This is an optimization exercise on Yosys and OpenROAD, whose aim is a short achievable clock period and few clock cycles, not a production implementation.
Only simulation tests tie the RTL to the original design; equivalence was not proved.
No activity file was given, so power comes from the tool's default toggle rates.

==> flow/design.v <==
module pxc_decoder (
    input             clk,
    input             rst,
    input             start,
    input      [3:0]  op,
    input      [4:0]  fmt,
    input      [10:0] width,
    input      [10:0] height,
    input      [23:0] in_len,
    output            busy,
    output reg        done,
    output reg [2:0]  sel_codec,
    output reg        sel_ov,
    output reg        sel_lr,
    output reg [1:0]  err,
    output reg [10:0] err_info,
    output reg        w_rsvd,
    output reg        w_dim,
    output reg        w_fmt,
    output reg        w_trunc,
    output reg        w_fallback,
    output reg [31:0] hdr,
    output            in_re,
    output     [21:0] in_addr,
    input      [31:0] in_rdata,
    output            pal_re,
    output     [7:0]  pal_raddr,
    input      [31:0] pal_rdata,
    output reg        pal_we,
    output reg [7:0]  pal_waddr,
    output reg [31:0] pal_wdata,
    output reg        out_we,
    output reg [21:0] out_addr,
    output reg [31:0] out_data
);
    localparam ERR_NONE    = 2'd0;
    localparam ERR_TRUNC   = 2'd1;
    localparam ERR_ILLEGAL = 2'd2;
    localparam C_NONE = 3'd0, C_I1 = 3'd1, C_I2 = 3'd2, C_I4 = 3'd3, C_I8 = 3'd4,
               C_565  = 3'd5, C_888 = 3'd6, C_8888 = 3'd7;
    localparam S_IDLE = 4'd0;    
    localparam S_DEC  = 4'd1;    
    localparam S_HDR  = 4'd2;    
    localparam S_WAIT = 4'd3;    
    localparam S_RES  = 4'd4;    
    localparam S_PRE  = 4'd8;    
    localparam S_INIT = 4'd5;    
    localparam S_TC   = 4'd6;    
    localparam S_IX   = 4'd7;    
    reg [3:0]  state;
    reg        busy_r;
    reg [2:0]  wcnt;
    reg [3:0]  op_r;
    reg [4:0]  fmt_r;
    reg [10:0] w_r, h_r;
    reg [23:0] len_r;
    reg        len_lt4;     
    reg [31:0] hdr_new;
    assign busy = busy_r;
    reg [12:0] mq0, mq1, mq2, mq3, mq4;
    reg [10:0] mq5;
    reg [14:0] mr0, mr1;
    reg [13:0] mr2, mr2d;
    reg [18:0] ms0;
    reg [21:0] n_r;
    always @(posedge clk) begin
        mq0  <= ({2'd0, w_r} & {13{h_r[0]}}) + ({1'b0, w_r, 1'b0} & {13{h_r[1]}});
        mq1  <= ({2'd0, w_r} & {13{h_r[2]}}) + ({1'b0, w_r, 1'b0} & {13{h_r[3]}});
        mq2  <= ({2'd0, w_r} & {13{h_r[4]}}) + ({1'b0, w_r, 1'b0} & {13{h_r[5]}});
        mq3  <= ({2'd0, w_r} & {13{h_r[6]}}) + ({1'b0, w_r, 1'b0} & {13{h_r[7]}});
        mq4  <= ({2'd0, w_r} & {13{h_r[8]}}) + ({1'b0, w_r, 1'b0} & {13{h_r[9]}});
        mq5  <= w_r & {11{h_r[10]}};
        mr0  <= {2'd0, mq0} + {mq1, 2'd0};
        mr1  <= {2'd0, mq2} + {mq3, 2'd0};
        mr2  <= {1'd0, mq4} + {1'b0, mq5, 2'd0};
        ms0  <= {4'd0, mr0} + {mr1, 4'd0};
        mr2d <= mr2;
        n_r  <= {3'd0, ms0} + {mr2d, 8'd0};
    end
    reg  [23:0] pl_r;
    always @(posedge clk)
        pl_r <= (op_r == 4'd10) ? len_r - 24'd4 : len_r;
    function automatic sum_eq;
        input [24:0] a, b, k;
        reg   [24:0] c;
        begin
            c = {(a[23:0] & b[23:0]) | ((a[23:0] ^ b[23:0]) & ~k[23:0]), 1'b0};
            sum_eq = ((a ^ b ^ k) == c);
        end
    endfunction
    reg        eq2, eq3, eq4, n_zero, n_one;
    reg [21:0] nm1;
    reg [19:0] wn1, wn2, wn4, wn8;      
    always @(posedge clk) begin
        eq2    <= ({1'b0, pl_r} == {2'b00, n_r, 1'b0});
        eq4    <= ({1'b0, pl_r} == {1'b0, n_r, 2'b00});
        eq3    <= sum_eq({3'd0, n_r}, {2'd0, n_r, 1'b0}, {1'b0, pl_r});
        n_zero <= (n_r == 22'd0);
        n_one  <= (n_r == 22'd1);
        nm1    <= n_r - 22'd1;
        wn1    <= {3'd0, n_r[21:5]} + {19'd0, n_r[4:0] != 5'd0};
        wn2    <= {2'd0, n_r[21:4]} + {19'd0, n_r[3:0] != 4'd0};
        wn4    <= {1'd0, n_r[21:3]} + {19'd0, n_r[2:0] != 3'd0};
        wn8    <= n_r[21:2] + {19'd0, n_r[1:0] != 2'd0};
    end
    reg [24:0] d_ix0, d_ix2, d_ix4, d_ix16, d_ix256, d_565, d_888, d_8888;
    reg        lt_2, lt_4, lt_16, lt_256;
    always @(posedge clk) begin
        d_ix0   <= {1'b0, pl_r} - 25'd1;
        d_ix2   <= {1'b0, pl_r} - 25'd9;
        d_ix4   <= {1'b0, pl_r} - 25'd17;
        d_ix16  <= {1'b0, pl_r} - 25'd65;
        d_ix256 <= {1'b0, pl_r} - 25'd1025;
        d_565   <= {1'b0, pl_r} - 25'd2;
        d_888   <= {1'b0, pl_r} - 25'd3;
        d_8888  <= {1'b0, pl_r} - 25'd4;
        lt_2    <= (pl_r < 24'd8);
        lt_4    <= (pl_r < 24'd16);
        lt_16   <= (pl_r < 24'd64);
        lt_256  <= (pl_r < 24'd1024);
    end
    wire       fmt_indexed = (fmt_r >= 5'd7) && (fmt_r <= 5'd10);
    reg  [2:0] r_codec;
    reg        r_ov, r_lr, r_fb;
    always @(*) begin
        r_codec = C_565;
        r_ov    = 1'b0;
        r_lr    = 1'b0;
        r_fb    = 1'b0;
        if (op_r == 4'd0) begin
            if (eq2)      r_codec = C_565;
            else if (eq3) r_codec = C_888;
            else begin    r_codec = C_565; r_fb = 1'b1; end
        end else if (op_r <= 4'd7) begin
            r_codec = op_r[2:0];
        end else if (eq2) begin
            r_codec = C_565;
            r_ov    = (fmt_r != 5'd4);
        end else if (eq4) begin
            r_codec = C_8888;
            r_ov    = (fmt_r != 5'd5);
        end else if (fmt_indexed) begin
            r_codec = fmt_r[2:0] - 3'd6;           
        end else if (fmt_r == 5'd4) begin
            if (eq3) r_codec = C_888;
            else begin r_codec = C_565; r_fb = 1'b1; end
        end else if (fmt_r == 5'd5) begin
            r_codec = C_8888;
        end else begin
            r_codec = C_565;
            r_lr    = 1'b1;
            r_fb    = 1'b1;
        end
    end
    reg [2:0]  cod;
    reg        c_ov, c_lr, c_fb;
    wire        r_ix  = (cod != C_565) && (cod != C_888) && (cod != C_8888);
    wire        r_pal = (op_r[3] && (op_r[1] || op_r[0])) && r_ix;    
    reg  [5:0]  st_bpp;
    reg  [10:0] st_pbytes;     
    reg         st_lt;         
    reg  [24:0] st_d;          
    reg  [2:0]  st_dlo;
    reg  [10:0] st_pbase;      
    reg  [7:0]  st_kmax;
    reg  [19:0] st_words;      
    always @(*) begin
        case (cod)
            C_I1:    begin st_bpp = 6'd1;  st_pbytes = 11'd8;    st_lt = lt_2;   st_kmax = 8'd1;   st_words = wn1; end
            C_I2:    begin st_bpp = 6'd2;  st_pbytes = 11'd16;   st_lt = lt_4;   st_kmax = 8'd3;   st_words = wn2; end
            C_I4:    begin st_bpp = 6'd4;  st_pbytes = 11'd64;   st_lt = lt_16;  st_kmax = 8'd15;  st_words = wn4; end
            C_I8:    begin st_bpp = 6'd8;  st_pbytes = 11'd1024; st_lt = lt_256; st_kmax = 8'd255; st_words = wn8; end
            C_565:   begin st_bpp = 6'd16; st_pbytes = 11'd0;    st_lt = 1'b0;   st_kmax = 8'd0;   st_words = 20'd0; end
            C_888:   begin st_bpp = 6'd24; st_pbytes = 11'd0;    st_lt = 1'b0;   st_kmax = 8'd0;   st_words = 20'd0; end
            default: begin st_bpp = 6'd32; st_pbytes = 11'd0;    st_lt = 1'b0;   st_kmax = 8'd0;   st_words = 20'd0; end
        endcase
        st_dlo = 3'b111;
        if (!r_ix) begin
            st_dlo = 3'b000;
            case (cod)
                C_565:   st_d = d_565;
                C_888:   st_d = d_888;
                default: st_d = d_8888;
            endcase
        end else if (!r_pal) begin
            st_d = d_ix0;
        end else begin
            case (cod)
                C_I1:    st_d = d_ix2;
                C_I2:    st_d = d_ix4;
                C_I4:    st_d = d_ix16;
                default: st_d = d_ix256;
            endcase
        end
        case (cod)
            C_I1:    st_pbase = r_pal ? 11'd8    : 11'd0;
            C_I2:    st_pbase = r_pal ? 11'd16   : 11'd0;
            C_I4:    st_pbase = r_pal ? 11'd64   : 11'd0;
            C_I8:    st_pbase = r_pal ? 11'd1024 : 11'd0;
            C_565:   st_pbase = 11'd1;
            C_888:   st_pbase = 11'd2;
            default: st_pbase = 11'd3;
        endcase
        if (op_r == 4'd10) st_pbase[2] = 1'b1;
    end
    reg  [5:0]  s_bpp;
    reg  [10:0] s_pbytes;
    reg         s_trunc;        
    reg  [24:0] s_d;
    reg  [2:0]  s_dlo;
    reg  [10:0] s_pbase;
    reg  [7:0]  s_kmax;
    reg  [19:0] s_words;
    reg         s_ix, s_pal, s_565, s_888;
    reg [21:0] t_w;
    reg [1:0]  t_b;
    reg [4:0]  x_b;
    reg [23:0] r_hi;
    reg [5:0]  r_lo;
    reg [21:0] g_left;      
    reg        g_last;      
    reg        g_any;       
    reg [5:0]  g_step;      
    reg [4:0]  g_bmask;     
    reg        g_ix;        
    reg        g_565, g_888;
    reg        g_ld;        
    reg [8:0]  g_b0;        
    reg [255:0] vld;        
    reg [3:0]   fg, fg1;    
    reg [4:0]   fg2;        
    reg [4:0]   fg_p1;      
    reg [15:0]  fg_oh, fg1_oh, fg2_oh;    
    reg [3:0]   fg_last;
    reg [31:0]  f_win;      
    reg         p_v;
    reg [7:0]   p_ent;
    reg [8:0]   p_addr;
    reg         f_done;
    reg         px_done;    
    reg [21:0]  fa;         
    reg [19:0]  f_left;     
    reg         f_any;      
    reg [31:0]  fq0, fq1, fq2, fq3;
    reg [2:0]   fq_n;
    reg [2:0]   fq_occ;     
    reg         x_v, x_last;
    reg [7:0]   x_idx;
    reg [15:0]  x_hoh, x_loh;    
    reg [15:0]  y_hoh, y_loh;
    reg [31:0]  y_wm;            
    reg [15:0]  y_w2;            
    reg [31:0]  p_wm;            
    reg [15:0]  p_hoh, p_loh;
    reg         y_v, y_last, y_hr;
    reg [7:0]   y_idx;
    reg [8:0]   y_addr;
    reg        in_re_r;
    reg [21:0] in_addr_r;
    reg        a_v, a_px, a_hit, a_pres, a_ld, a_fetch, a_end;
    reg [1:0]  a_off;
    reg [7:0]  a_pidx, a_ldi;
    reg        b_v, b_px, b_hit, b_pres, b_ld, b_fetch, b_end;
    reg [1:0]  b_off;
    reg [7:0]  b_pidx, b_ldi;
    reg        c_v, c_px, c_hit, c_pres, c_end;
    reg [1:0]  c_off;
    reg [31:0] cur, prev;
    reg        pal_re_r;
    reg [7:0]  pal_raddr_r;
    reg        d_v, d_px, d_hit, d_pres, d_end;
    reg [31:0] d_win;
    reg [21:0] ocnt;
    assign in_re     = in_re_r;
    assign in_addr   = in_addr_r;
    assign pal_re    = pal_re_r;
    assign pal_raddr = pal_raddr_r;
    wire       g_pres = ~r_hi[23];
    wire [6:0] r_lo_nx = {1'b0, r_lo} - {1'b0, g_step};
    wire [23:0] r_hi_nx = (r_lo_nx[6] && g_pres) ? r_hi - 24'd1 : r_hi;
    wire [2:0]  t_b_nx  = {1'b0, t_b} + g_step[5:3];
    wire [21:0] t_w_nx  = t_b_nx[2] ? t_w + 22'd1 : t_w;
    wire       miss      = y_v && g_ld && !y_hr;
    wire       fetch_ok  = f_any && !fq_occ[2];
    wire       do_fetch  = !miss && fetch_ok;
    wire       do_fill   = !miss && !fetch_ok && !f_done && p_v;
    wire       f_adv     = !f_done && (&f_win[15:0]);
    wire       ix_end    = px_done && f_done;
    wire [31:0] f_set  = ({32{y_v}} & y_wm) | ({32{do_fill}} & p_wm);
    wire [15:0] f_set2 = {16{y_v}} & y_w2;
    wire        f_beyond2 = (fg2 > {1'b0, fg_last});
    reg  [15:0] f_sl2;       
    integer     gk;
    always @(*) begin
        f_sl2 = 16'd0;
        for (gk = 0; gk < 16; gk = gk + 1)
            f_sl2 = f_sl2 | (vld[16*gk +: 16] & {16{fg2_oh[gk]}});
    end
    wire [31:0] f_win_nx = f_adv ? {(f_beyond2 ? 16'hFFFF : f_sl2 | f_set2),
                                    f_win[31:16] | f_set[31:16]}
                                 : f_win | f_set;
    wire [3:0] fga = (state == S_IX && f_adv) ? fg1 : fg;
    wire [3:0] fgb = (state == S_IX && f_adv) ? fg2[3:0] : fg1;
    wire [4:0] fgc = (state == S_IX && f_adv) ? fg2 + 5'd1 : fg2;
    integer    gj;
    reg        x_vld;
    integer    gi;
    always @(*) begin
        x_vld = 1'b0;
        for (gi = 0; gi < 16; gi = gi + 1)
            x_vld = x_vld | (x_hoh[gi] && ((vld[16*gi +: 16] & x_loh) != 16'd0));
    end
    wire [31:0] f_pkw = f_win | ({32{y_v}} & y_wm) | ({32{p_v}} & p_wm);
    reg  [31:0] f_lz;        
    reg  [7:0]  f_qz;        
    reg  [7:0]  f_qsel;      
    reg  [31:0] pk_oh;       
    reg  [3:0]  f_m;
    integer     qi;
    always @(*) begin
        for (qi = 0; qi < 8; qi = qi + 1) begin
            f_m = f_pkw[4*qi +: 4];
            f_lz[4*qi +: 4] = {~f_m[3] & f_m[2] & f_m[1] & f_m[0], ~f_m[2] & f_m[1] & f_m[0],
                               ~f_m[1] & f_m[0], ~f_m[0]};
            f_qz[qi] = ~&f_m;
        end
        for (qi = 0; qi < 8; qi = qi + 1)
            f_qsel[qi] = f_qz[qi] && ((f_qz & ((8'd1 << qi) - 8'd1)) == 8'd0);
        for (qi = 0; qi < 8; qi = qi + 1)
            pk_oh[4*qi +: 4] = f_lz[4*qi +: 4] & {4{f_qsel[qi]}};
    end
    function automatic [3:0] enc16;
        input [15:0] oh;
        integer b;
        begin
            enc16 = 4'd0;
            for (b = 0; b < 16; b = b + 1)
                if (oh[b]) enc16 = enc16 | b[3:0];
        end
    endfunction
    wire        pk_v    = (f_qz != 8'd0);
    wire        pk_hi   = (f_qz[3:0] == 4'd0);          
    wire [15:0] pk_loh  = pk_oh[15:0] | pk_oh[31:16];
    wire [3:0]  pk_e    = enc16(pk_loh);
    wire [3:0]  pk_e1   = enc16({pk_loh[14:0], 1'b0});   
    wire [7:0]  pk_ent  = {pk_hi ? fg1 : fg, pk_e};
    wire [4:0]  pk_g1   = pk_loh[15] ? (pk_hi ? fg2 : fg_p1) : {1'b0, pk_hi ? fg1 : fg};
    wire [8:0]  pk_addr = g_b0[0] ? {pk_g1, pk_e1} : {1'b0, pk_ent};
    reg  [7:0] ibyte;
    reg  [7:0] xidx;
    always @(*) begin
        case (x_b[4:3])
            2'd0:    ibyte = fq0[7:0];
            2'd1:    ibyte = fq0[15:8];
            2'd2:    ibyte = fq0[23:16];
            default: ibyte = fq0[31:24];
        endcase
        case (g_step[3:0])
            4'd1:    xidx = {7'd0, ibyte[3'd7 - x_b[2:0]]};
            4'd2:    case (x_b[2:1])
                         2'd0:    xidx = {6'd0, ibyte[7:6]};
                         2'd1:    xidx = {6'd0, ibyte[5:4]};
                         2'd2:    xidx = {6'd0, ibyte[3:2]};
                         default: xidx = {6'd0, ibyte[1:0]};
                     endcase
            4'd4:    xidx = x_b[2] ? {4'd0, ibyte[3:0]} : {4'd0, ibyte[7:4]};
            default: xidx = ibyte;
        endcase
    end
    wire       x_wend  = &(x_b | g_bmask);             
    wire       x_go    = (state == S_IX) && g_any && (!g_pres || fq_n != 3'd0);
    wire       x_pop   = x_go && g_pres && x_wend;
    wire       q_push  = b_v && b_fetch;
    wire [7:0] x_new   = g_pres ? xidx : 8'd0;
    always @(posedge clk) begin
        if (rst) begin
            state      <= S_IDLE;
            busy_r     <= 1'b0;
            done       <= 1'b0;
            sel_codec  <= C_NONE;
            sel_ov     <= 1'b0;
            sel_lr     <= 1'b0;
            err        <= ERR_NONE;
            err_info   <= 11'd0;
            w_rsvd     <= 1'b0;
            w_dim      <= 1'b0;
            w_fmt      <= 1'b0;
            w_trunc    <= 1'b0;
            w_fallback <= 1'b0;
            hdr        <= 32'd0;
            in_re_r    <= 1'b0;
            a_v        <= 1'b0;
            b_v        <= 1'b0;
            c_v        <= 1'b0;
            d_v        <= 1'b0;
            x_v        <= 1'b0;
            y_v        <= 1'b0;
            g_any      <= 1'b0;
            fq_n       <= 3'd0;
            fq_occ     <= 3'd0;
            pal_re_r   <= 1'b0;
            pal_we     <= 1'b0;
            out_we     <= 1'b0;
        end else begin
            done    <= 1'b0;
            in_re_r <= 1'b0;
            a_v     <= 1'b0;
            x_v     <= 1'b0;
            y_v     <= x_v;
            case (state)
                S_IDLE: begin
                    if (!busy_r && start) begin
                        busy_r  <= 1'b1;
                        state   <= S_DEC;
                        in_re_r <= (op == 4'd10);      
                    end
                end
                S_DEC: begin
                    sel_codec  <= C_NONE;
                    sel_ov     <= 1'b0;
                    sel_lr     <= 1'b0;
                    err        <= ERR_NONE;
                    err_info   <= 11'd0;
                    w_rsvd     <= 1'b0;
                    w_dim      <= 1'b0;
                    w_fmt      <= 1'b0;
                    w_trunc    <= 1'b0;
                    w_fallback <= 1'b0;
                    wcnt       <= 3'd3;
                    if (op_r > 4'd10) begin
                        err      <= ERR_ILLEGAL;
                        err_info <= {7'd0, op_r};
                        done     <= 1'b1;
                        busy_r   <= 1'b0;
                        state    <= S_IDLE;
                    end else if (op_r == 4'd10) begin
                        if (len_lt4) begin
                            err      <= ERR_TRUNC;
                            err_info <= 11'd4;
                            done     <= 1'b1;
                            busy_r   <= 1'b0;
                            state    <= S_IDLE;
                        end else begin
                            state <= S_HDR;
                        end
                    end else begin
                        if (op_r != 4'd0 && op_r[3] == 1'b0) wcnt <= 3'd2;
                        state <= S_WAIT;
                    end
                end
                S_HDR: begin
                    w_rsvd <= (in_rdata[7:5] != 3'd0);
                    w_dim  <= (in_rdata[20:10] == 11'd0) || (in_rdata[31:21] == 11'd0);
                    w_fmt  <= (in_rdata[4:0] >= 5'd11);
                    wcnt   <= 3'd4;
                    state  <= S_WAIT;
                end
                S_WAIT: begin
                    wcnt <= wcnt - 3'd1;
                    if (wcnt == 3'd0) state <= S_RES;
                end
                S_RES: begin
                    cod   <= r_codec;
                    c_ov  <= r_ov;
                    c_lr  <= r_lr;
                    c_fb  <= r_fb;
                    state <= S_PRE;
                end
                S_PRE: begin
                    s_bpp    <= st_bpp;
                    s_pbytes <= st_pbytes;
                    s_trunc  <= r_pal && st_lt;
                    s_d      <= st_d;
                    s_dlo    <= st_dlo;
                    s_pbase  <= st_pbase;
                    s_kmax   <= st_kmax;
                    s_words  <= st_words;
                    s_ix     <= r_ix;
                    s_pal    <= r_pal;
                    s_565    <= (cod == C_565);
                    s_888    <= (cod == C_888);
                    state    <= S_INIT;
                end
                S_INIT: begin
                    sel_codec  <= cod;
                    sel_ov     <= c_ov;
                    sel_lr     <= c_lr;
                    w_fallback <= c_fb;
                    t_w      <= {11'd0, s_pbase[10:2]};
                    t_b      <= s_pbase[1:0];
                    x_b      <= 5'd0;
                    r_hi     <= {{2{s_d[24]}}, s_d[24:3]};
                    r_lo     <= {s_d[2:0], s_dlo};
                    g_left   <= nm1;
                    g_last   <= n_one;
                    g_any    <= s_ix && !n_zero;
                    g_step   <= s_bpp;
                    g_bmask  <= s_bpp[4:0] - 5'd1;
                    g_ix     <= s_ix;
                    g_565    <= s_565;
                    g_888    <= s_888;
                    g_ld     <= s_pal;
                    g_b0     <= {8'd0, op_r == 4'd10};
                    vld      <= 256'd0;
                    fg       <= 4'd0;
                    fg1      <= 4'd1;
                    fg2      <= 5'd2;
                    fg_oh    <= 16'd1;
                    fg1_oh   <= 16'd2;
                    fg2_oh   <= 16'd4;
                    fg_p1    <= 5'd1;
                    fg_last  <= s_kmax[7:4];
                    f_win    <= {s_kmax[7] ? 16'h0000 : 16'hFFFF,
                                 ~(16'hFFFF >> (4'd15 - s_kmax[3:0]))};
                    p_v      <= 1'b1;
                    p_ent    <= 8'd0;
                    p_addr   <= {8'd0, op_r == 4'd10};
                    p_wm     <= 32'd1;
                    p_hoh    <= 16'd1;
                    p_loh    <= 16'd1;
                    f_done   <= !s_pal;
                    px_done  <= n_zero;
                    fa       <= {11'd0, s_pbase[10:2]};
                    f_left   <= s_words;
                    f_any    <= s_ix && !n_zero;
                    ocnt     <= 22'd0;
                    if (op_r == 4'd8) begin
                        done   <= 1'b1;
                        busy_r <= 1'b0;
                        state  <= S_IDLE;
                    end else if (s_trunc) begin
                        err       <= ERR_TRUNC;
                        err_info  <= s_pbytes;
                        sel_codec <= C_NONE;
                        done      <= 1'b1;
                        busy_r    <= 1'b0;
                        state     <= S_IDLE;
                    end else begin
                        if (op_r == 4'd10) hdr <= hdr_new;
                        if (s_ix) begin
                            state <= S_IX;
                        end else if (!n_zero) begin
                            state <= S_TC;
                        end else begin
                            done   <= 1'b1;
                            busy_r <= 1'b0;
                            state  <= S_IDLE;
                        end
                    end
                end
                S_TC: begin
                    in_re_r <= g_pres;
                    a_v     <= 1'b1;
                    a_px    <= 1'b1;
                    a_hit   <= 1'b0;
                    a_pres  <= g_pres;
                    a_ld    <= 1'b0;
                    a_fetch <= 1'b0;
                    a_end   <= g_last;
                    a_off   <= t_b;
                    if (!g_pres) w_trunc <= 1'b1;
                    t_w     <= t_w_nx;
                    t_b     <= t_b_nx[1:0];
                    r_lo    <= r_lo_nx[5:0];
                    r_hi    <= r_hi_nx;
                    g_left  <= g_left - 22'd1;
                    g_last  <= (g_left == 22'd1);
                    if (g_last) state <= S_IDLE;
                end
                S_IX: begin
                    if (x_go) begin
                        x_v    <= 1'b1;
                        x_idx  <= x_new;
                        x_hoh  <= 16'd1 << x_new[7:4];
                        x_loh  <= 16'd1 << x_new[3:0];
                        x_last <= g_last;
                        if (!g_pres) w_trunc <= 1'b1;
                        x_b    <= x_b + g_step[4:0];
                        r_lo   <= r_lo_nx[5:0];
                        r_hi   <= r_hi_nx;
                        g_left <= g_left - 22'd1;
                        g_last <= (g_left == 22'd1);
                        if (g_last) g_any <= 1'b0;
                    end
                    in_re_r <= miss || do_fetch || do_fill;
                    a_v     <= 1'b1;
                    a_px    <= y_v;
                    a_hit   <= !miss;
                    a_pres  <= 1'b1;
                    a_ld    <= miss || do_fill;
                    a_fetch <= do_fetch;
                    a_end   <= ix_end;
                    for (gj = 0; gj < 16; gj = gj + 1)
                        vld[16*gj +: 16] <= vld[16*gj +: 16] |
                                            ({16{y_v && y_hoh[gj]}} & y_loh) |
                                            ({16{do_fill && p_hoh[gj]}} & p_loh);
                    if (do_fetch) begin
                        fa     <= fa + 22'd1;
                        f_left <= f_left - 20'd1;
                        f_any  <= (f_left != 20'd1);
                    end
                    if (f_adv) begin
                        if (fg == fg_last) f_done <= 1'b1;
                        fg  <= fg1;
                        fg1 <= fg2[3:0];
                        fg2 <= fg2 + 5'd1;
                        fg_oh  <= fg1_oh;
                        fg1_oh <= fg2_oh;
                        fg2_oh <= {fg2_oh[14:0], 1'b0};
                        fg_p1 <= fg2;
                    end
                    f_win  <= f_win_nx;
                    p_v    <= pk_v;
                    p_ent  <= pk_ent;
                    p_wm   <= f_adv ? {16'd0, pk_oh[31:16]} : pk_oh;
                    p_hoh  <= pk_hi ? fg1_oh : fg_oh;
                    p_loh  <= pk_loh;
                    p_addr <= pk_addr;
                    if (y_v && y_last) px_done <= 1'b1;
                    if (ix_end) state <= S_IDLE;
                end
                default: state <= S_IDLE;
            endcase
            b_v      <= a_v;
            c_v      <= b_v;
            pal_we   <= b_v && b_ld;
            pal_re_r <= b_v && b_px && b_hit;
            d_v      <= c_v;
            out_we <= d_v && d_px;
            if (d_v && d_px) ocnt <= ocnt + 22'd1;
            if (d_v && d_end) begin
                done   <= 1'b1;
                busy_r <= 1'b0;
            end
            if (state == S_INIT) begin
                fq_n   <= 3'd0;
                fq_occ <= 3'd0;
            end else begin
                fq_n   <= fq_n + {2'd0, q_push} - {2'd0, x_pop};
                fq_occ <= fq_occ + {2'd0, state == S_IX && do_fetch} - {2'd0, x_pop};
            end
        end
        if (!busy_r) begin
            op_r  <= op;
            fmt_r <= fmt;
            w_r   <= width;
            h_r   <= height;
            len_r <= in_len;
            len_lt4 <= (in_len[23:2] == 22'd0);
        end else if (state == S_HDR) begin
            hdr_new <= in_rdata;
            fmt_r   <= in_rdata[4:0];
            w_r     <= in_rdata[20:10];
            h_r     <= in_rdata[31:21];
        end
        if (!busy_r)        in_addr_r <= 22'd0;
        else if (!g_ix)     in_addr_r <= t_w;
        else if (miss)      in_addr_r <= {13'd0, y_addr};
        else if (fetch_ok)  in_addr_r <= fa;
        else                in_addr_r <= {13'd0, p_addr};
        if (miss) a_ldi <= y_idx;
        else      a_ldi <= p_ent;
        a_pidx <= y_idx;
        y_idx  <= x_idx;
        y_hoh  <= x_hoh;
        y_loh  <= x_loh;
        y_wm   <= {(x_idx[7:4] == fgb) ? x_loh : 16'd0, (x_idx[7:4] == fga) ? x_loh : 16'd0};
        y_w2   <= (!fgc[4] && x_idx[7:4] == fgc[3:0]) ? x_loh : 16'd0;
        y_last <= x_last;
        y_addr <= {1'b0, x_idx} + g_b0;
        y_hr   <= x_vld || (y_v && y_idx == x_idx) || (do_fill && p_ent == x_idx);
        if (x_pop) begin
            fq0 <= (q_push && fq_n == 3'd1) ? in_rdata : fq1;
            fq1 <= (q_push && fq_n == 3'd2) ? in_rdata : fq2;
            fq2 <= (q_push && fq_n == 3'd3) ? in_rdata : fq3;
            fq3 <= in_rdata;
        end else if (q_push) begin
            if (fq_n == 3'd0) fq0 <= in_rdata;
            if (fq_n == 3'd1) fq1 <= in_rdata;
            if (fq_n == 3'd2) fq2 <= in_rdata;
            if (fq_n == 3'd3) fq3 <= in_rdata;
        end
        b_px    <= a_px;
        b_hit   <= a_hit;
        b_pres  <= a_pres;
        b_ld    <= a_ld;
        b_fetch <= a_fetch;
        b_end   <= a_end;
        b_off   <= a_off;
        b_pidx  <= a_pidx;
        b_ldi   <= a_ldi;
        c_px        <= b_px;
        c_hit       <= b_hit;
        c_pres      <= b_pres;
        c_end       <= b_end;
        c_off       <= b_off;
        cur         <= in_rdata;
        prev        <= cur;
        pal_waddr   <= b_ldi;
        pal_wdata   <= {in_rdata[31:24], in_rdata[7:0], in_rdata[15:8], in_rdata[23:16]};
        pal_raddr_r <= b_pidx;
        d_px   <= c_px;
        d_hit  <= c_hit;
        d_pres <= c_pres;
        d_end  <= c_end;
        d_win  <= win;
        out_addr <= ocnt;
        if (d_hit)        out_data <= pal_rdata;
        else if (!d_pres) out_data <= 32'd0;
        else if (g_565)   out_data <= {8'hFF, d_win[4:0], d_win[4:2], d_win[10:5], d_win[10:9],
                                       d_win[15:11], d_win[15:13]};
        else if (g_888)   out_data <= {8'hFF, d_win[23:0]};
        else              out_data <= d_win;
    end
    reg [31:0] win;
    always @(*) begin
        if (g_ix)
            win = pal_wdata;
        else if (g_565)
            win = c_off[1] ? {16'd0, cur[31:16]} : {16'd0, cur[15:0]};
        else if (g_888)
            case (c_off)
                2'd0:    win = {8'd0, cur[7:0], prev[31:16]};
                2'd1:    win = {8'd0, cur[15:0], prev[31:24]};
                2'd2:    win = {8'd0, cur[23:0]};
                default: win = {8'd0, cur[31:8]};
            endcase
        else
            win = cur;
    end
endmodule
==> flow/run.sh <==
#!/bin/bash
# synth_recipe.tcl (not shown) runs the flow's synth.tcl, then flattens the netlist and writes it again
# the make line also repeats each setting of config.mk as NAME=value (left out here)
make -C /OpenROAD-flow-scripts/flow DESIGN_CONFIG=/design/flow/config.mk WORK_HOME=/design/flow/orfs CLKGATE_MAP_FILE= SYNTH_SCRIPT=/design/flow/synth_recipe.tcl finish
==> flow/config.mk <==
export PLATFORM = sky130hd
export DESIGN_NAME = pxc_decoder
export DESIGN_NICKNAME = pxc_decoder
export VERILOG_FILES = /design/flow/design.v
export SDC_FILE = /design/flow/constraint.sdc
export NUM_CORES = 4
export LEC_CHECK = 0
export ABC_CLOCK_PERIOD_IN_PS = 1800
export CAP_MARGIN = 40
export CORE_MARGIN = 2
export CORE_UTILIZATION = 50
export PLACE_DENSITY = 0.65
export SETUP_SLACK_MARGIN = 3.8
export SLEW_MARGIN = 40
==> flow/constraint.sdc <==
create_clock -name core_clock -period 6.5 [get_ports {clk}]
set_input_delay 1.3000 -clock core_clock [delete_from_list [all_inputs] [get_ports {clk}]]
set_output_delay 1.3000 -clock core_clock [all_outputs]
set_load 0.01 [all_outputs]
==> results of run 1 <==
[stage by stage]
stage	TNS, ps	hold WS [ps]
floorplan	-317970	309.6
detailed placement	0	312.1
finish	0	294.9
CTS	0	301.6
global route	0	316.3
global placement	0	310.5
[path summary, 6_finish.rpt]
| check | to | slack [ps] | cells after the start |
|---|---|---|---|
| max | y_hr | 3600 | 8 |
| min reg2reg | n_r[2] | 290 | 0 |
| min | n_r[2] | 290 | 0 |
| max reg2reg | y_hr | 3600 | 8 |
[area by class of cell]
type / count / area share [%]
repair buffers: 653 / 6.233
clock inverters: 90 / 1.009
multi-input cells: 4877 / 35.90
diodes: 9 / 0.02380
clock buffers: 255 / 5.469
well taps: 2072 / 2.740
flip-flops and latches: 1787 / 47.66
inverters: 221 / 0.9229
repair inverters: 4 / 0.03835
[cell usage after synthesis (all sizes together), types with 12 or more instances]
cell type / instances / share of area [%]
nand2b: 27 / 0.21
and2: 242 / 1.9
a221oi: 359 / 4.0
fa: 36 / 0.90
a221o: 35 / 0.44
nand2: 683 / 3.2
clkbuf: 379 / 1.8
edfxtp: 910 / 34
a21o: 28 / 0.26
a31oi: 32 / 0.25
a222oi: 16 / 0.20
nor2: 705 / 3.3
o21ai: 335 / 2.1
ha: 208 / 3.2
a211oi: 28 / 0.26
nand3: 160 / 1.0
or3: 36 / 0.28
mux2i: 126 / 1.6
o211ai: 16 / 0.15
buf: 119 / 0.69
and4: 12 / 0.14
o22ai: 25 / 0.20
mux2: 138 / 1.9
nor2b: 63 / 0.49
a32oi: 19 / 0.22
o21a: 15 / 0.14
a22o: 63 / 0.69
a22oi: 187 / 1.8
nor3: 140 / 0.87
or2: 17 / 0.13
and3: 33 / 0.26
or4: 15 / 0.14
inv: 207 / 0.97
clkinv: 14 / 0.066
xnor2: 401 / 4.4
a21boi: 12 / 0.11
nor4: 77 / 0.70
a21oi: 256 / 1.6
xor2: 154 / 1.7
nand4: 77 / 0.61
dfxtp: 877 / 22
[cells by family (layout without fill, tap and decap cells)]
group | after synthesis | count (layout) | share of synthesized area (%)
xor+xnor | 555 | 555 | 6.070
other cells | 1 | 13 | 0.004682
simple gates | 2319 | 2325 | 13.58
compound gates | 1475 | 1476 | 12.89
fa+ha+maj | 244 | 244 | 4.150
flops | 1787 | 1787 | 56.04
mux | 273 | 273 | 3.768
buf+inv | 719 | 1223 | 3.500
[flip-flops by register name (all words and copies together) (netlist names), 25 cells and up]
name	count
fq3	32
hdr	32
d_win	32
p_wm	32
out_data	32
cur	31
fq0	32
y_wm	32
d_8888	25
s_d	25
fq1	32
hdr_new	32
vld	256
d_888	25
fq2	32
f_win	32
[where the power goes]
part	internal [mW]	total (mW)	switching, mW	leakage, nW
registers	13.6	14.8	1.19	15.8
clock network	6.03	10.7	4.66	2.99
logic	3.43	8.07	4.64	16.3
[worst max-delay path, cell delays in order, from the launching register on]
cell and delay [ps]:
edfxtp_1 430, buf_12 180, buf_4 230, a221oi_1 280, nand3_1 120, o21ai_0 700, nand3_1 240, nor3_2 210
nand4_1 260
[per-layer routing]
layer  wire length [µm]  GRT usage [%]  share of wire (%)  vias up
met5                339         0.3866               0.13        -
met4              14010          13.62                5.2       22
met3              32440          8.773                 12      924
met2             115800          47.53                 43     3875
met1             107600          43.68                 40    30530
li1                   -              -                  -    27440
[what timing repair did]
action	4_1_cts	5_1_grt
gates resized for setup	909	210
buffers inserted	131	56
hold endpoints to repair	0	0
endpoints found under the setup margin	1481	630
cloned	17	5
pin swaps	41	79
==> flow_metrics.tcl, run 1 <==
set metrics [dict create \
    slew_headroom_pct 37.44 \
    powerDensity_mw_per_mm2 354.4 \
    worstSetupStartpoint "x_loh[8]" \
    drive_above_1_share_pct 16.80 \
    syn_area_per_cell_um2 10.86 \
    ant_nets 0 \
    crit_type "register to register" \
    initial_core_util_pct 50.45 \
    post-place-cells 9404 \
    start_kind "register" \
    clock_latency_ps 840 \
    min-delay-start "ms0[2]" \
    power.leakage_nw 35.09 \
    regArea_mm2 0.04510 \
    ys.flop_type "edfxtp_1" \
    worstSetupEndpointType "register" \
    hold_buffers 0 \
    drtIter0Drc 8994 \
    period_needed_ps 2895 \
    netlist_area_mm2 0.08009 \
    fin_skew_ps 49.28 \
    grt-ovfl-total 0 \
    area_growth_pct 18.16 \
    track_usage_pct 31.93 \
    num_rows 146 \
    die_h_um 404.2 \
    synth.distinct_cells 86 \
    io_pins 307 \
    grt_max_degree 110 \
    synth_seq_cells 1787 \
    syn_inst 7373 \
    firstDrtPassIters 12 \
    antenna_found_initial 30 \
    rsz0062_at_grt "true" \
    viasPerCell 6.300 \
    irDropWorstVdd_uv 298.6 \
    wire_per_inst_um 27.10 \
    tightest_slew_ps 938.4 \
    synth_edf_count 910 \
    clockRootBuffer "clkbuf_16" \
    hold_class "register to register" \
    dpl_cell_area_mm2 0.08538 \
    cp.required_ps 7100 \
    multiInputGateArea_mm2 0.03398 \
    fillers 13080 \
    drc 0 \
    core-area_mm2 0.1587 \
    async_flop_share_pct 0 \
    preCtsSetupSlack_ps 2226 \
    status "timing/DRC/antenna clean" \
    stdcell_count 9968 \
    final_max_slew_viol_count 0 \
    yosysSeqAreaShare_pct 56.04 \
    arrival_ps 3490 \
    cts_tree "yes" \
    setup_violations 0 \
    cts_buffers 184 \
    worst_slack_ps 3605 \
    cts.sinks 1787 \
    dp_hpwl_um 177600 \
    layout_common_cells "edfxtp_1, dfxtp_1, nor2_1" \
    period_share_pct 44.55 \
    port-buffer-count 302 \
    cts-htree-levels 4 \
    hold_violations 0 \
    ys_warn_count 1 \
    via_count 62800 \
    gp_congestion 1.027 \
    clk_pin_slew_ps 60 \
    grt_pass1_vias 58960 \
    worst-path-max-fanout 9 \
    design_area_mm2 0.09463 \
    grt_pass1_wl_um 390400 \
    power.total_mw 33.54 \
    design.die.area_mm2 0.1634 \
    layout_commonest_cell "edfxtp_1" \
    die_w_um 404.2 \
    maxCapViolCount 0 \
    finalNetCount 8094 \
    wl_um 270100 \
    fmax_ghz 0.3454 \
    fin_util_pct 59.61 \
    r2r_start "x_loh[8]" \
    ctsLongestPathBuffers 3 \
]
Testbench counts, summed over its fixed seeds: cycles 86,281.
==> run 2: changes to the inputs <==
--- a/flow/design.v
+++ b/flow/design.v
@@ -243,6 +243,6 @@
     reg         f_any;      
     reg [31:0]  fq0, fq1, fq2, fq3;
-    reg [2:0]   fq_n;
-    reg [2:0]   fq_occ;     
+    reg [3:0]   fq_n;       
+    reg [3:0]   fq_occ;     
     reg         x_v, x_last;
     reg [7:0]   x_idx;
@@ -282,5 +282,5 @@
     wire [21:0] t_w_nx  = t_b_nx[2] ? t_w + 22'd1 : t_w;
     wire       miss      = y_v && g_ld && !y_hr;
-    wire       fetch_ok  = f_any && !fq_occ[2];
+    wire       fetch_ok  = f_any && !fq_occ[3];
     wire       do_fetch  = !miss && fetch_ok;
     wire       do_fill   = !miss && !fetch_ok && !f_done && p_v;
@@ -369,5 +369,5 @@
     end
     wire       x_wend  = &(x_b | g_bmask);             
-    wire       x_go    = (state == S_IX) && g_any && (!g_pres || fq_n != 3'd0);
+    wire       x_go    = (state == S_IX) && g_any && (!g_pres || fq_n[0]);
     wire       x_pop   = x_go && g_pres && x_wend;
     wire       q_push  = b_v && b_fetch;
@@ -397,6 +397,6 @@
             y_v        <= 1'b0;
             g_any      <= 1'b0;
-            fq_n       <= 3'd0;
-            fq_occ     <= 3'd0;
+            fq_n       <= 4'd0;
+            fq_occ     <= 4'd0;
             pal_re_r   <= 1'b0;
             pal_we     <= 1'b0;
@@ -634,9 +634,11 @@
             end
             if (state == S_INIT) begin
-                fq_n   <= 3'd0;
-                fq_occ <= 3'd0;
+                fq_n   <= 4'd0;
+                fq_occ <= 4'd0;
             end else begin
-                fq_n   <= fq_n + {2'd0, q_push} - {2'd0, x_pop};
-                fq_occ <= fq_occ + {2'd0, state == S_IX && do_fetch} - {2'd0, x_pop};
+                if (q_push && !x_pop)      fq_n <= {fq_n[2:0], 1'b1};
+                else if (!q_push && x_pop) fq_n <= {1'b0, fq_n[3:1]};
+                if (state == S_IX && do_fetch && !x_pop)      fq_occ <= {fq_occ[2:0], 1'b1};
+                else if (!(state == S_IX && do_fetch) && x_pop) fq_occ <= {1'b0, fq_occ[3:1]};
             end
         end
@@ -671,13 +673,13 @@
         y_hr   <= x_vld || (y_v && y_idx == x_idx) || (do_fill && p_ent == x_idx);
         if (x_pop) begin
-            fq0 <= (q_push && fq_n == 3'd1) ? in_rdata : fq1;
-            fq1 <= (q_push && fq_n == 3'd2) ? in_rdata : fq2;
-            fq2 <= (q_push && fq_n == 3'd3) ? in_rdata : fq3;
+            fq0 <= (q_push && fq_n[1:0] == 2'b01) ? in_rdata : fq1;
+            fq1 <= (q_push && fq_n[2:1] == 2'b01) ? in_rdata : fq2;
+            fq2 <= (q_push && fq_n[3:2] == 2'b01) ? in_rdata : fq3;
             fq3 <= in_rdata;
         end else if (q_push) begin
-            if (fq_n == 3'd0) fq0 <= in_rdata;
-            if (fq_n == 3'd1) fq1 <= in_rdata;
-            if (fq_n == 3'd2) fq2 <= in_rdata;
-            if (fq_n == 3'd3) fq3 <= in_rdata;
+            if (!fq_n[0])             fq0 <= in_rdata;
+            if (fq_n[1:0] == 2'b01)   fq1 <= in_rdata;
+            if (fq_n[2:1] == 2'b01)   fq2 <= in_rdata;
+            if (fq_n[3:2] == 2'b01)   fq3 <= in_rdata;
         end
         b_px    <= a_px;
==> run 2 against run 1 <==
  * Synthesized cell count decreased by 0.73%
  * Cell area decreased by 1.1%
  * Clock skew increased by 9.5 ps
  * Sequential power about the same
  * Die area decreased by 0.33%
  * Clock-buffer cell count increased by 4
  * Critical path depth increased by 2
  * Clock power about the same
  * Worst setup slack improved by 46 ps
  * Highest routed layer unchanged
  * Register-to-register slack improved by 50 ps
==> flow_metrics.tcl, run 2 <==
set metrics [dict create \
    power.total_mw 33.04 \
    cts.sinks 1789 \
    die_w_um 403.5 \
    layout_commonest_cell "edfxtp_1" \
    top_register "vld" \
    initial_core_util_pct 50.40 \
    final_max_slew_viol_count 0 \
    period_needed_ps 2849 \
    cts_tree "yes" \
    hold_violations 0 \
    worst_slack_ps 3651 \
    start_kind "register" \
    synth_top_cell_by_area "edfxtp_1" \
    port-buffer-count 302 \
    wl_um 259600 \
    arrival_ps 3410 \
    stdcell_count 9864 \
    worst-path-max-fanout 10 \
    maxCapViolCount 0 \
    finalNetCount 7983 \
    hold_class "register to register" \
    synth.area.top_cells "edfxtp_1, dfxtp_1, xnor2_1" \
    powerDensity_mw_per_mm2 352.9 \
    synth.distinct_cells 98 \
    fin_util_pct 59.11 \
    use_met2_pct 48.69 \
    slew_headroom_pct 36.96 \
    hold_buffers 0 \
    gp_congestion 0.9840 \
    grt_pass1_vias 58720 \
    power.leakage_nw 34.56 \
    tightest_slew_ps 938.4 \
    preCtsSetupSlack_ps 2517 \
    synth_top_area_share_pct 34.24 \
    ant_nets 0 \
    rsz0062_at_grt "true" \
    top_usage_layer "met2" \
    cp.required_ps 7060 \
    via_count 61200 \
    ys.flop_type "edfxtp_1" \
    async_flop_share_pct 0 \
    setup_violations 0 \
    yosys-top-cells-count "edfxtp_1, dfxtp_1, nor2_1" \
    grt-ovfl-total 0 \
    clock_latency_ps 850 \
    yosysSeqAreaShare_pct 56.28 \
    synth_seq_cells 1789 \
    fmax_ghz 0.3509 \
    synth_edf_count 910 \
    drtIter0Drc 7794 \
    cts_buffers 183 \
    core-area_mm2 0.1584 \
    die_h_um 403.5 \
    grt_pass1_wl_um 380800 \
    yosysMostFrequentCell "edfxtp_1" \
    wire_per_inst_um 26.32 \
    fin_skew_ps 58.77 \
    clockRootBuffer "clkbuf_16" \
    firstDrtPassIters 9 \
    syn_area_per_cell_um2 10.91 \
    io_pins 307 \
    whs_ps 320.8 \
    grt_max_degree 121 \
    design.die.area_mm2 0.1628 \
    layout_common_cells "edfxtp_1, dfxtp_1, nor2_1" \
    viasPerCell 6.205 \
    dp_hpwl_um 173900 \
    cts-htree-levels 4 \
    netlist_area_mm2 0.07982 \
    syn_inst 7319 \
    period_share_pct 43.84 \
    crit_type "register to register" \
    largest_reg_flops 256 \
    status "timing/DRC/antenna clean" \
    gr-usage-met1_pct 40.84 \
    irDropWorstVdd_uv 373.6 \
    clk_pin_slew_ps 60 \
    use_met3_pct 6.805 \
    antenna_found_initial 11 \
    track_usage_pct 31.00 \
    worstSetupEndpointType "register" \
    area_growth_pct 17.29 \
    post-place-cells 9331 \
    drive_above_1_share_pct 16.71 \
    drc 0 \
    num_rows 146 \
    ctsLongestPathBuffers 3 \
    ys_warn_count 1 \
]
run 2: cell count changes after synthesis, sizes merged, moves of 13 or more:
cell    previous run  this run
clkbuf           379       399
mux2             138       159
nand2            683       640
nor2             705       741
buf              119       106
mux2i            126       109
o21ai            335       318
a32oi             19         4
a221oi           359       379
nor2b             63        47
nand4             77        64
run 2: layout make-up:
type                       count  area [µm²]
timing repair inverter         2       13.76
sequential                  1789       45130
tap                         2072        2592
clock inverter                87       892.1
inverter                     209       817.0
clock buffer                 259        5284
antenna                        5       12.51
fill                       13000       64760
timing repair buffer         617        5291
multi-input combinational   4824       33590
run 2: critical path, stage by stage, from the launching register on:
cell      delay (ps)
edfxtp_1         440
buf_4            190
buf_16           170
a221oi_4         300
nor4_2            80
buf_4            160
a31o_4           260
a311oi_4         300
nand4_1          160
nand4b_1         230
o311a_1          310
run 2: final timing paths:
kind	slack (ps)	startpoint	cells after the start	end
hold reg to reg	320	mr2[5]	0	mr2d[5]
setup / recovery	3650	p_v	10	p_addr[0]
hold / removal	320	mr2[5]	0	mr2d[5]
setup reg to reg	3650	p_v	10	p_addr[0]
run 2: what timing repair did:
| item | in CTS | in global routing |
|---|---|---|
| pin swaps | 32 | 49 |
| resized for setup | 982 | 116 |
| setup endpoints to repair | 1447 | 498 |
| cloned | 8 | 4 |
| buffers inserted | 104 | 62 |
run 2: cell families (layout without fill, tap and decap cells):
kind of cell               count (synthesis)  in the layout  share of synthesized area [%]
and+or+nand+nor                         2289           2292                          13.36
DFF                                     1789           1789                          56.28
AOI/OAI and AO/OA                       1466           1468                          12.92
buffers and inverters                    714           1174                          3.529
xor gates and xnor gates                 548            548                          6.013
muxes                                    277            277                          3.897
adders and majority gates                235            235                          4.004
other                                      1              9                       0.004698
run 2: per-stage QoR:
| step | cell area (µm²) | setup TNS, ps |
|---|---|---|
| after floorplan | 79950 | -364460 |
| after global placement | 84440 | 0 |
| after detailed placement | 84970 | 0 |
| after CTS | 92530 | 0 |
| after global routing | 93610 | 0 |
| final | 93620 | 0 |
run 2: where the power goes:
group	total [mW]	leakage, nW	switching [mW]	internal [mW]
registers	14.6	16.5	1.09	13.5
clock network	10.7	3.02	4.63	6.05
logic	7.73	15.0	4.42	3.31
total	33.0	34.6	10.1	22.9
run 2: layer usage:
| layer | share of wire [%] | vias to the layer above |
|---|---|---|
| li1 | - | 27130 |
| met3 | 9.8 | 891 |
| met5 | 0.016 | - |
| met4 | 5.7 | 2 |
| met1 | 39 | 29680 |
| met2 | 45 | 3508 |
Testbench counts of run 2, summed over its fixed seeds: cycles 86,281.
==> run 3: changes to the inputs <==
--- a/flow/config.mk
+++ b/flow/config.mk
@@ -9,6 +9,6 @@
 export CAP_MARGIN = 40
 export CORE_MARGIN = 2
-export CORE_UTILIZATION = 50
-export PLACE_DENSITY = 0.65
-export SETUP_SLACK_MARGIN = 3.8
+export CORE_UTILIZATION = 45
+export PLACE_DENSITY = 0.62
+export SETUP_SLACK_MARGIN = 3.6
 export SLEW_MARGIN = 40
==> run 3 against run 2 <==
  * First-iteration DRC count rose by 0.10%
  * Sequential cell count did not move
  * Still clean on timing, DRC and antenna
  * Largest cell class unchanged
  * Sequential power barely moved
  * Critical endpoint unchanged
==> flow_metrics.tcl, run 3 <==
set metrics [dict create \
    clock_latency_ps 830 \
    cts_tree "yes" \
    die_h_um 425.2 \
    io_pins 307 \
    worst-path-max-fanout 10 \
    top_register "vld" \
    ys_warn_count 1 \
    crit_type "register to register" \
    ctsLongestPathBuffers 3 \
    arrival_ps 3540 \
    grt-ovfl-total 0 \
    power.leakage_nw 34.32 \
    synth_top_area_share_pct 34.24 \
    p_switching_mw 9.945 \
    r2r_start "p_v" \
    viasPerCell 6.069 \
    stdcell_count 10040 \
    via_count 60950 \
    wire_per_inst_um 25.94 \
    layout_commonest_cell "edfxtp_1" \
    initial_core_util_pct 45.32 \
    maxCapViolCount 0 \
    post-place-cells 9598 \
    dpl_cell_area_mm2 0.08529 \
    worstSetupStartpoint "p_v" \
    syn_inst 7319 \
    slew_headroom_pct 37.55 \
    finalNetCount 7899 \
    firstDrtPassIters 9 \
    core-area_mm2 0.1761 \
    grt_pass1_wl_um 379800 \
    synth.distinct_cells 98 \
    min-delay-start "b_off[0]" \
    ant_nets 0 \
    status "timing/DRC/antenna clean" \
    powerDensity_mw_per_mm2 353.9 \
    tightest_slew_ps 936.8 \
    start_kind "register" \
    num_rows 154 \
    hold_violations 0 \
    wl_um 260500 \
    crit_chain "buf_4, buf_6, buf_16, a221oi_4, nor4_2, and4_4, buf_4, a311oi_4, nand4_1, nand4b_1, o311a_1" \
    hold_class "register to register" \
    grt_max_degree 142 \
    path_common_cell "buf_4" \
    slowest_stage "edfxtp_1" \
    largest_reg_flops 256 \
    period_needed_ps 2972 \
    fmax_ghz 0.3365 \
    syn_area_per_cell_um2 10.91 \
    synth_edf_count 910 \
    netlist_area_mm2 0.07982 \
    yosysSeqAreaShare_pct 56.28 \
    irDropWorstVdd_uv 327.5 \
    port-buffer-count 302 \
    setup_violations 0 \
    final_max_slew_viol_count 0 \
    power_frac_clock_pct 32.5 \
    fin_util_pct 52.90 \
    p_comb_share_pct 22.8 \
    fillers 15620 \
    synth_seq_cells 1789 \
    cp.required_ps 7070 \
    worstSetupEndpointType "register" \
    die_w_um 425.2 \
    yosys-top-cells-count "edfxtp_1, dfxtp_1, nor2_1" \
    cts.sinks 1789 \
    p_sw_share_pct 30.16 \
    antenna_found_initial 13 \
    ys.flop_type "edfxtp_1" \
    layout_common_cells "edfxtp_1, dfxtp_1, nor2_1" \
    cts-htree-levels 4 \
    synth_top_cell_by_area "edfxtp_1" \
    clockRootBuffer "clkbuf_16" \
    area_growth_pct 16.71 \
    synth.area.top_cells "edfxtp_1, dfxtp_1, xnor2_1" \
    dp_hpwl_um 173900 \
    design_area_mm2 0.09316 \
    drc 0 \
    cts_buffers 181 \
    async_flop_share_pct 0 \
    cpPeakStageDelay_ps 390 \
    clk_pin_slew_ps 60 \
    period_share_pct 45.72 \
    p_seq_share_pct 44.6 \
    yosysMostFrequentCell "edfxtp_1" \
    track_usage_pct 27.88 \
    design.die.area_mm2 0.1808 \
    fin_skew_ps 23.89 \
    drtIter0Drc 7802 \
    drive_above_1_share_pct 12.76 \
    rsz0062_at_grt "true" \
    gp_congestion 0.9897 \
    grt_pass1_vias 57920 \
    p_int_mw 23.03 \
]
[run 3: cells by family (layout without fill, tap and decap cells)]
group	count (synthesis)	in the layout	synth area share, %
adders and majority gates	235	235	4.004
xor gates and xnor gates	548	548	6.013
and+or+nand+nor	2289	2290	13.36
buffers and inverters	714	1089	3.529
AOI/OAI and AO/OA	1466	1466	12.92
DFF	1789	1789	56.28
muxes	277	277	3.897
other	1	9	0.004698
[run 3: cell type report]
class | instances | area [µm²] | share of cell area, %
antenna | 5 | 12.51 | 0.01343
clock buffer | 253 | 5405 | 5.802
clock inverter | 86 | 705.7 | 0.7575
inverter | 209 | 824.5 | 0.8851
multi-input combinational | 4820 | 33130 | 35.56
sequential | 1789 | 45020 | 48.33
tap | 2340 | 2928 | 3.143
timing repair buffer | 540 | 5124 | 5.500
timing repair inverter | 1 | 5.005 | 0.005373
[run 3: routing by layer]
metal / vias up / global-route usage, % / part of all wire [%]
met5: - / 0 / 0.0096
li1: 26960 / - / -
met4: 4 / 12.26 / 5.0
met1: 29850 / 37.65 / 41
met2: 3345 / 43.19 / 45
met3: 787 / 5.920 / 9.7
[run 3: final timing paths]
path                                   to  slack [ps]  depth (start not counted)
worst min-delay path             c_off[0]         320                          0
worst max-delay path            p_addr[0]        3530                         11
worst max register to register  p_addr[0]        3530                         11
worst min register to register   c_off[0]         320                          0
[run 3: timing repair]
item	in CTS	in global routing
pin swaps	16	16
setup endpoints to repair	1138	437
gates cloned	5	2
hold buffers	0	0
resized for setup	373	77
buffers inserted	55	39
[run 3: stage by stage]
step | TNS (ps) | setup slack [ps] | hold WS [ps] | power [mW]
5_1_grt | 0 | 3447 | 328.7 | 34.53
4_1_cts | 0 | 3600 | 324.9 | 32.91
2_1_floorplan | -364740 | -985.8 | 309.6 | 19.85
3_5_place_dp | 0 | 2073 | 312.1 | 22.23
3_3_place_gp | 0 | 2126 | 311.5 | 22.04
6_report | 0 | 3528 | 323.0 | 32.97
[run 3: critical path: cells and delay by family, from the launching register on]
family,cells,cell delay [ps]
AND/OR/NAND/NOR,4,780
flip-flops,1,390
buffers and inverters,4,620
AO/OA/AOI/OAI,3,930
[run 3: power by group through the flow]
stage / Sequential, mW / Clock [mW] / Combinational [mW]
detailed placement: 15.0 / 0 / 7.21
floorplan: 14.3 / 0 / 5.55
finish: 14.7 / 10.7 / 7.52
CTS: 14.8 / 10.8 / 7.28
global route: 14.9 / 11.3 / 8.40
global placement: 15.0 / 0 / 7.07
==> run 4: changes to the inputs <==
--- a/flow/config.mk
+++ b/flow/config.mk
@@ -9,6 +9,6 @@
 export CAP_MARGIN = 40
 export CORE_MARGIN = 2
-export CORE_UTILIZATION = 45
-export PLACE_DENSITY = 0.62
-export SETUP_SLACK_MARGIN = 3.6
+export CORE_UTILIZATION = 55
+export PLACE_DENSITY = 0.7
+export SETUP_SLACK_MARGIN = 3.8
 export SLEW_MARGIN = 40
==> run 4 against run 3 <==
  * Utilization increased by 12 points
  * Non-clock buffer count grew 74
  * Global-route usage is 6.0 points higher
  * Critical endpoint unchanged
  * Sequential power hardly changed
  * Synthesized cell count unchanged
==> flow_metrics.tcl, run 4 <==
set metrics [dict create \
    cpPeakStageDelay_ps 430 \
    wl_met3_um 30790 \
    io_pins 307 \
    cts-htree-levels 4 \
    top_layer_used "met5" \
    netlist_area_mm2 0.07982 \
    final_max_slew_viol_count 0 \
    layout_common_cells "edfxtp_1, dfxtp_1, nor2_1" \
    clockRootBuffer "clkbuf_16" \
    start_kind "register" \
    preCtsSetupSlack_ps 2396 \
    worst_slack_ps 3567 \
    ctsLongestPathBuffers 3 \
    synth_seq_cells 1789 \
    fmax_ghz 0.3409 \
    die_h_um 385.0 \
    drive_above_1_share_pct 16.65 \
    worstSetupEndpointType "register" \
    num_rows 139 \
    firstDrtPassIters 9 \
    design.die.area_mm2 0.1482 \
    synth.area.top_cells "edfxtp_1, dfxtp_1, xnor2_1" \
    initial_core_util_pct 55.50 \
    ys_warn_count 1 \
    drt-met1-wl_um 97700 \
    cp_num_buf_inv 3 \
    largest_reg_flops 256 \
    synth_edf_count 910 \
    crit_chain "buf_6, clkbuf_16, a221oi_4, nor4b_2, buf_4, a31o_1, a311oi_4, nand4_1, nand4b_1, o311a_1" \
    synth.distinct_cells 98 \
    wire_per_inst_um 26.52 \
    synth_top_area_share_pct 34.24 \
    cts_buffers 183 \
    critPathTopFamily "compound AO/OA/AOI/OAI gates" \
    wl_um 257100 \
    cts.sinks 1789 \
    grt_pass1_vias 59330 \
    area_growth_pct 17.25 \
    grt_pass1_wl_um 378100 \
    tightest_slew_ps 890.7 \
    slowest_stage "edfxtp_1" \
    via_count 62170 \
    ant_nets 0 \
    period_share_pct 45.13 \
    power.leakage_nw 34.51 \
    setup_violations 0 \
    power.total_mw 32.93 \
    yosys-top-cells-count "edfxtp_1, dfxtp_1, nor2_1" \
    slew_headroom_pct 40.62 \
    fin_skew_ps 27.58 \
    antenna_found_initial 15 \
    ys.flop_type "edfxtp_1" \
    clk_pin_slew_ps 70 \
    arrival_ps 3490 \
    drtIter0Drc 8237 \
    core-area_mm2 0.1438 \
    clock_latency_ps 810 \
    hold_violations 0 \
    track_usage_pct 33.86 \
    worst-path-max-fanout 7 \
    dp_hpwl_um 170300 \
    async_flop_share_pct 0 \
    irDropWorstVdd_uv 330.8 \
    cp.required_ps 7060 \
    gp_congestion 1.021 \
    top_register "vld" \
    maxCapViolCount 0 \
    powerDensity_mw_per_mm2 351.9 \
    synth_top_cell_by_area "edfxtp_1" \
    die_w_um 385.0 \
    hold_buffers 0 \
    syn_inst 7319 \
    yosysMostFrequentCell "edfxtp_1" \
    syn_area_per_cell_um2 10.91 \
    port-buffer-count 302 \
    status "timing/DRC/antenna clean" \
    viasPerCell 6.414 \
    finalNetCount 7979 \
    crit_type "register to register" \
    grt_max_degree 147 \
    cts_tree "yes" \
    hold_class "register to register" \
    grt-ovfl-total 0 \
    drc 0 \
    period_needed_ps 2933 \
    yosysSeqAreaShare_pct 56.28 \
    route.met2.wl_um 113100 \
    layout_commonest_cell "edfxtp_1" \
    rsz0062_at_grt "true" \
]
==> run 4: cell counts after synthesis <==
No cell type changed its count.
==> run 4: worst paths after layout <==
check / startpoint / endpoint / slack [ps] / cells past startpoint
max: p_v / p_addr[0] / 3570 / 10
min: ms0[7] / n_r[7] / 310 / 0
max reg2reg: p_v / p_addr[0] / 3570 / 10
min reg2reg: ms0[7] / n_r[7] / 310 / 0
==> run 4: final cells by class <==
type                       instances  area (µm²)
timing repair inverter             2       13.76
clock inverter                    87       860.8
inverter                         209       824.5
timing repair buffer             614        5570
fill                           10950       50240
tap                             1903        2381
multi-input combinational       4823       33530
sequential                      1789       45130
clock buffer                     258        5249
antenna                            8       20.02
==> run 4: timing repair <==
| item | 4_1_cts | 5_1_grt |
|---|---|---|
| buffers inserted | 100 | 62 |
| endpoints found under the setup margin | 1491 | 573 |
| gates cloned | 7 | 6 |
| resized for setup | 850 | 200 |
| pin swaps | 27 | 46 |
==> run 4: report_power, final <==
part	switching (mW)	leakage, nW	internal, mW
logic	4.30	15.0	3.33
clock network	4.55	3.01	6.08
registers	1.14	16.5	13.5
==> run 4: worst reg2reg max path: cells and delay by family (launching register included) <==
kind	cells	cell delay [ps]
AOI/OAI and AO/OA	4	1200
and+or+nand+nor	3	540
buffers and inverters	3	520
DFF	1	430
==> run 4: through the flow <==
step                      util (%)  hold slack, ps  setup TNS, ps  cells  cell area [µm²]
after floorplan                  -           309.6        -364460   7322            79950
after global placement       58.53           309.7              0   9120            84190
after detailed placement     58.97           312.1              0   9160            84820
after CTS                    64.24           319.2              0   9612            92390
after global routing         65.06           324.3              0   9690            93580
final                        65.07           313.6              0   9693            93590
==> run 4: logic make-up after synthesis <==
| kind of cell | synth area share [%] |
|---|---|
| and+or+nand+nor | 13.36 |
| DFF | 56.28 |
| AOI/OAI and AO/OA | 12.92 |
| buffers and inverters | 3.529 |
| xor gates and xnor gates | 6.013 |
| muxes | 3.897 |
| adders and majority gates | 4.004 |
| other | 0.004698 |
==> run 4: routing by layer <==
metal,vias to the layer above,global-route usage [%]
li1,27130,-
met1,30000,44.68
met2,3983,52.05
met3,1046,8.889
met4,12,16.00
met5,-,0.3249
==> run 5: changes to the inputs <==
--- a/flow/design.v
+++ b/flow/design.v
@@ -300,7 +300,9 @@
                                     f_win[31:16] | f_set[31:16]}
                                  : f_win | f_set;
-    wire [3:0] fga = (state == S_IX && f_adv) ? fg1 : fg;
-    wire [3:0] fgb = (state == S_IX && f_adv) ? fg2[3:0] : fg1;
-    wire [4:0] fgc = (state == S_IX && f_adv) ? fg2 + 5'd1 : fg2;
+    wire       f_adv_e = (state == S_IX) && f_adv;
+    wire       x_in0   = (x_hoh & fg_oh)  != 16'd0;     
+    wire       x_in1   = (x_hoh & fg1_oh) != 16'd0;     
+    wire       x_in2   = (x_hoh & fg2_oh) != 16'd0;     
+    wire       x_in3   = (x_hoh & {fg2_oh[14:0], 1'b0}) != 16'd0;    
     integer    gj;
     reg        x_vld;
@@ -667,6 +669,6 @@
         y_hoh  <= x_hoh;
         y_loh  <= x_loh;
-        y_wm   <= {(x_idx[7:4] == fgb) ? x_loh : 16'd0, (x_idx[7:4] == fga) ? x_loh : 16'd0};
-        y_w2   <= (!fgc[4] && x_idx[7:4] == fgc[3:0]) ? x_loh : 16'd0;
+        y_wm   <= {x_loh & {16{f_adv_e ? x_in2 : x_in1}}, x_loh & {16{f_adv_e ? x_in1 : x_in0}}};
+        y_w2   <= x_loh & {16{f_adv_e ? x_in3 : x_in2}};
         y_last <= x_last;
         y_addr <= {1'b0, x_idx} + g_b0;
--- a/flow/config.mk
+++ b/flow/config.mk
@@ -9,6 +9,6 @@
 export CAP_MARGIN = 40
 export CORE_MARGIN = 2
-export CORE_UTILIZATION = 55
-export PLACE_DENSITY = 0.7
+export CORE_UTILIZATION = 50
+export PLACE_DENSITY = 0.65
 export SETUP_SLACK_MARGIN = 3.8
 export SLEW_MARGIN = 40
==> run 5 against run 4 <==
  * Via count down 2.2%
  * First-iteration DRC count fell by 2.9%
  * Clock skew grew 20 ps
  * Hold slack gained 8.1 ps
  * Area after synthesis fell by 0.59%
  * Clock-buffer cell count down 9
  * Fmax is 2.3% higher
  * Clock power about the same
  * Wire length increased by 0.84%
  * Combinational power fell by 0.7%
  * Largest power group unchanged
==> flow_metrics.tcl, run 5 <==
set metrics [dict create \
    cp.required_ps 7030 \
    cp_num_buf_inv 4 \
    drc 0 \
    critPathTopFamily "compound AO/OA/AOI/OAI gates" \
    powerDensity_mw_per_mm2 352.8 \
    wire_per_inst_um 26.44 \
    viasPerCell 6.204 \
    fmax_ghz 0.3487 \
    status "timing/DRC/antenna clean" \
    port-buffer-count 302 \
    crit_chain "buf_4, clkbuf_16, a221oi_4, nor4_4, nand3_2, nor4_4, buf_4, buf_8, a21oi_4, nand4_1, o41ai_2, a21oi_1" \
    io_pins 307 \
    worst-path-max-fanout 5 \
    power.total_mw 33.18 \
    power_frac_clock_pct 32.8 \
    p_int_mw 23.16 \
    wl_um 259200 \
    synth.distinct_cells 89 \
    hold_class "register to register" \
    maxCapViolCount 0 \
    slew_headroom_pct 34.01 \
    syn_inst 7260 \
    arrival_ps 3400 \
    stdcell_count 9804 \
    worstSetupEndpointType "register" \
    whs_ps 321.7 \
    yosysMostFrequentCell "edfxtp_1" \
    gp_congestion 0.9742 \
    fin_tns_setup_ps 0 \
    synth_top_cell_by_area "edfxtp_1" \
    grt-ovfl-total 0 \
    area_growth_pct 18.53 \
    finalNetCount 7929 \
    irDropWorstVdd_uv 306.6 \
    num_rows 146 \
    layout_common_cells "edfxtp_1, dfxtp_1, nor2_1" \
    antenna_found_initial 11 \
    clockRootBuffer "clkbuf_16" \
    hold_violations 0 \
    synth_edf_count 910 \
    initial_core_util_pct 50.21 \
    power.leakage_nw 34.70 \
    crit_type "register to register" \
    design.die.area_mm2 0.1619 \
    period_needed_ps 2868 \
    cts_buffers 185 \
    yosysSeqAreaShare_pct 56.62 \
    tightest_slew_ps 989.9 \
    design_area_mm2 0.09405 \
    r2r_slack_ps 3630 \
    firstDrtPassIters 9 \
    async_flop_share_pct 0 \
    ctsLongestPathBuffers 3 \
    core-area_mm2 0.1580 \
    preCtsSetupSlack_ps 2051 \
    cpPeakStageDelay_ps 420 \
    clock_latency_ps 830 \
    die_w_um 402.4 \
    slowest_stage "edfxtp_1" \
    clk_pin_slew_ps 60 \
    rsz0062_at_grt "true" \
    start_kind "register" \
    setup_violations 0 \
    p_switching_mw 10.02 \
    p_seq_share_pct 44.4 \
    netlist_area_mm2 0.07935 \
    ys_warn_count 1 \
    post-place-cells 9254 \
    fin_skew_ps 47.66 \
    p_comb_share_pct 22.8 \
    final_max_slew_viol_count 0 \
]
run 5: cell count changes after synthesis, moves of 10 or more:
| cell | before | now |
|---|---|---|
| a221o_1 | 30 | 20 |
| xnor2_1 | 395 | 383 |
| a211oi_1 | 28 | 46 |
| a221oi_1 | 373 | 346 |
| nor2_1 | 740 | 721 |
| nor3_1 | 135 | 125 |
| o21ai_0 | 310 | 322 |
| a31oi_1 | 33 | 18 |
| nor4_1 | 63 | 50 |
| mux2i_1 | 109 | 94 |
| o211ai_1 | 14 | 4 |
| a22oi_1 | 187 | 262 |
run 5: path summary, 6_finish.rpt:
path                to   start  cells past startpoint
min reg2reg     n_r[1]  ms0[1]                      0
max          p_addr[0]     p_v                     12
max reg2reg  p_addr[0]     p_v                     12
min             n_r[1]  ms0[1]                      0
run 5: routing by layer:
| layer | track usage [%] | wire [µm] | vias up |
|---|---|---|---|
| met3 | 7.050 | 27330 | 805 |
| met5 | 0 | 70 | - |
| met4 | 14.05 | 13770 | 12 |
| met2 | 47.85 | 116400 | 3509 |
| li1 | - | - | 26920 |
| met1 | 40.90 | 101700 | 29580 |
run 5: power groups by stage:
| stage | sequential, mW | clock (mW) | combinational, mW |
|---|---|---|---|
| after floorplan | 14.3 | 0 | 5.45 |
| after global placement | 15.0 | 0 | 6.84 |
| after detailed placement | 15.0 | 0 | 7.01 |
| after CTS | 14.7 | 11.0 | 7.37 |
| after global routing | 14.9 | 11.5 | 8.40 |
| final | 14.7 | 10.9 | 7.57 |
run 5: final cells by class:
type | instances | area, µm²
clock buffer | 249 | 5269
multi-input combinational | 4787 | 33640
tap | 2072 | 2592
inverter | 206 | 800.8
timing repair buffer | 601 | 5537
antenna | 2 | 5.005
sequential | 1789 | 45150
clock inverter | 96 | 1042
timing repair inverter | 2 | 17.52
fill | 12880 | 63960
run 5: cells by family after synthesis:
logic type      after synthesis  share of synthesized area (%)
compound gates             1492                          13.15
mux                         265                          3.740
buf+inv                     694                          3.378
simple gates               2251                          13.20
flops                      1789                          56.62
fa+ha+maj                   235                          4.027
other cells                   1                       0.004726
xor+xnor                    533                          5.883
run 5: what timing repair did:
| item | in CTS | in global routing |
|---|---|---|
| endpoints found under the hold margin | 0 | 0 |
| setup buffers | 108 | 66 |
| endpoints found under the setup margin | 1294 | 641 |
| hold buffers | 0 | 0 |
| gates cloned | 18 | 10 |
| gates resized for setup | 945 | 238 |
| pin swaps | 39 | 69 |
run 5: worst reg2reg max path, stage by stage (launching register included):
cell       delay [ps]
edfxtp_1          420
buf_4             190
clkbuf_16         180
a221oi_4          360
nor4_4             70
nand3_2           140
nor4_4             70
buf_4             170
buf_8             140
a21oi_4           240
nand4_1           250
o41ai_2           330
a21oi_1            70
Testbench counts of run 5, summed over its fixed seeds: cycles 86,281.

Setup slack of run 5, layout unchanged: 3.632 ns with ideal ports, 3.632 ns with driving cells assumed (clock clkbuf_16, inputs buf_2), 3.068 ns with port delays also shifted by the 0.885 ns mid clock arrival.
